What follows belongs to an exercise in optimizing a design on an open flow for a short achievable clock period and few clock cycles per item; a production flow would make more cautious choices.
Only simulation tests tie the RTL to the original design; equivalence was not proved.

## v6
Design cp_frame_pipe, start of the top module:
module cp_frame_pipe (
    input  wire        clk,
    input  wire        rst,
    input  wire        start,
    input  wire        in_valid,
    input  wire [7:0]  in_data,
    input  wire        in_eos,
    output wire        in_ready,
    output wire        out_valid,
    output wire [31:0] out_data,
    output wire        out_last,
    input  wire        out_ready,
    output reg         busy,
    output reg         done,
    output reg         err,
    output reg         eosf,
    output reg  [3:0]  err_code,
    output reg  [3:0]  err_state,
    output reg  [31:0] result,
    output reg  [31:0] frames,
    output reg  [31:0] incnt
);
    localparam F_HDR = 0, F_TYPE = 1, F_LEN = 2, F_HEX = 3, F_MHDR = 4, F_MVAL = 5;
    function [4:0] hexdec;
        input [7:0] c;
        begin
            if (c >= 8'h30 && c <= 8'h39)
                hexdec = {1'b1, c[3:0]};
            else if ((c >= 8'h41 && c <= 8'h46) || (c >= 8'h61 && c <= 8'h66))
                hexdec = {1'b1, c[3:0] + 4'd9};
            else
                hexdec = 5'd0;
        end
    endfunction
    function [7:0] hdr_char;
        input [2:0] k;
        case (k)
            3'd0:    hdr_char = 8'h6D;  
            3'd1:    hdr_char = 8'h65;  
            3'd2:    hdr_char = 8'h73;  
            3'd3:    hdr_char = 8'h73;  
            default: hdr_char = 8'h3D;  
        endcase
    endfunction
    function [7:0] mhdr_char;
        input [2:0] k;
        case (k)
            3'd0:    mhdr_char = 8'h6D;  
            3'd1:    mhdr_char = 8'h61;  
            3'd2:    mhdr_char = 8'h73;  
            3'd3:    mhdr_char = 8'h6B;  
            default: mhdr_char = 8'h3D;  
        endcase
    endfunction
    localparam RING = 72;           
    localparam [6:0] RING_LAST = RING - 1;
    reg  [5:0] fst;        
    reg  [2:0] fk;         
    reg  [8:0] fr;         
    reg        fr_gt8;     
    reg        fr_eq1;     
    reg  [2:0] fdc;        
    reg  [3:0] flhi;       
    reg        flhi0;      
    reg  [7:0] fexp;       
    reg        rdy_o;      
    reg        rdy_n;
    reg        fin;        
    reg        perr, perr_n;    
    reg  [3:0] pcode_n, pstate;
  ...
Size: ~9700 cells after synthesis, about 160 I/O pins, ~0.15 mm^2 of cells after synthesis.
export LEC_CHECK = 0
export CAP_MARGIN = 20
export CORE_MARGIN = 2
export CORE_UTILIZATION = 60
export CTS_CLUSTER_DIAMETER = 60
export CTS_CLUSTER_SIZE = 20
export SLEW_MARGIN = 20
export SYNTH_MEMORY_MAX_BITS = 16384
create_clock -name core_clock -period 10.0 [get_ports {clk}]
standard.sh (not shown) runs the stock make flow with config.mk's settings and CLKGATE_MAP_FILE= SYNTH_SCRIPT=/design/flow/synth_recipe.tcl, a recipe that flattens the netlist after the stock synthesis.
==> flow/flow/run.sh <==
#!/bin/bash
# Layout flow: the standard ORFS flow (standard.sh, unchanged synthesis,
# floorplan, placement, CTS and routing), with the timing repair steps told
# to aim for a setup slack margin of 6.8 ns under the unchanged 10 ns
# constraint, so that they keep shortening paths down to about 3.2 ns.
# All of make's output goes to standard.log; each ORFS step keeps its own
# log under orfs/logs/.
set -uo pipefail
bash standard.sh SETUP_SLACK_MARGIN=6.8 finish > standard.log 2>&1
Testbench counts of v6, summed over its fixed seeds: cycles 26,346, chars 25,794.
### v6 -> v7
# v6
export LEC_CHECK = 0
export CAP_MARGIN = 20
export CORE_MARGIN = 2
export CORE_UTILIZATION = 60
export CTS_CLUSTER_DIAMETER = 60
export CTS_CLUSTER_SIZE = 20
export SLEW_MARGIN = 20
export SYNTH_MEMORY_MAX_BITS = 16384
create_clock -name core_clock -period 10.0 [get_ports {clk}]
# v7
export LEC_CHECK = 0
export CAP_MARGIN = 20
export CORE_MARGIN = 2
export CORE_UTILIZATION = 55
export CTS_CLUSTER_DIAMETER = 60
export CTS_CLUSTER_SIZE = 20
export SLEW_MARGIN = 20
export SYNTH_MEMORY_MAX_BITS = 16384
create_clock -name core_clock -period 10.0 [get_ports {clk}]
## What came out
For v7 and v6, there was not a single run that failed to finish clean. In v7, met2 track demand over resource is lower than in v6. Diff v6 -> v7: post-cts resize count stayed essentially flat, final worst hold slack fell by 0.011 ns, register share of the cell area fell by 0.55 points. Compared with v6, v7 has less setup slack. Changes observed in v7 relative to v6: transition at the pin with the smallest max-transition slack moved down; overall track demand over capacity in global routing moved down. Relative to v6, clock buffer count decreased by 9 in v7. For the final critical-path required period, v7 came in 0.011 ns higher than v6 did. Between v7 and v6, the multi-input combinational gate total does not differ in any meaningful way. v6 -> v7: chip height increased by a few percent.

==> separate check: timing with driven ports <==
The results above use ideal ports. As a check the final layouts listed here were re-extracted and re-timed, cells and wires unchanged.
Step 1 (the two cells are an assumption about what drives the block):
set clk [get_ports {clk}]
set_driving_cell -lib_cell sky130_fd_sc_hd__clkbuf_16 $clk
set_driving_cell -lib_cell sky130_fd_sc_hd__buf_2 [delete_from_list [all_inputs] $clk]
Step 2 adds t to the input delays and takes it off the output delays; t is the mean of the earliest and latest rising clock arrival at the registers after step 1. Input paths then give back, and output paths get back, about the clock's delay inside the block.
a / b / c = ideal / step 1 / step 2; a / b = the first two.
run	shift t [ns]	setup slack, ns	worst setup path at the end	clock arrival spread, ns	worst register clock-pin slew, ns
v6	1.016	6.535 / 6.435 / 5.826	input to register	0.096 / 0.096	0.09 / 0.09
v7	1.059	6.523 / 6.416 / 5.769	input to register	0.120 / 0.120	0.09 / 0.09
After both steps every run listed still meets setup and hold. For v7, which loses most, drivers alone change the setup slack by -0.107 ns; drivers and shift together by -0.754 ns.
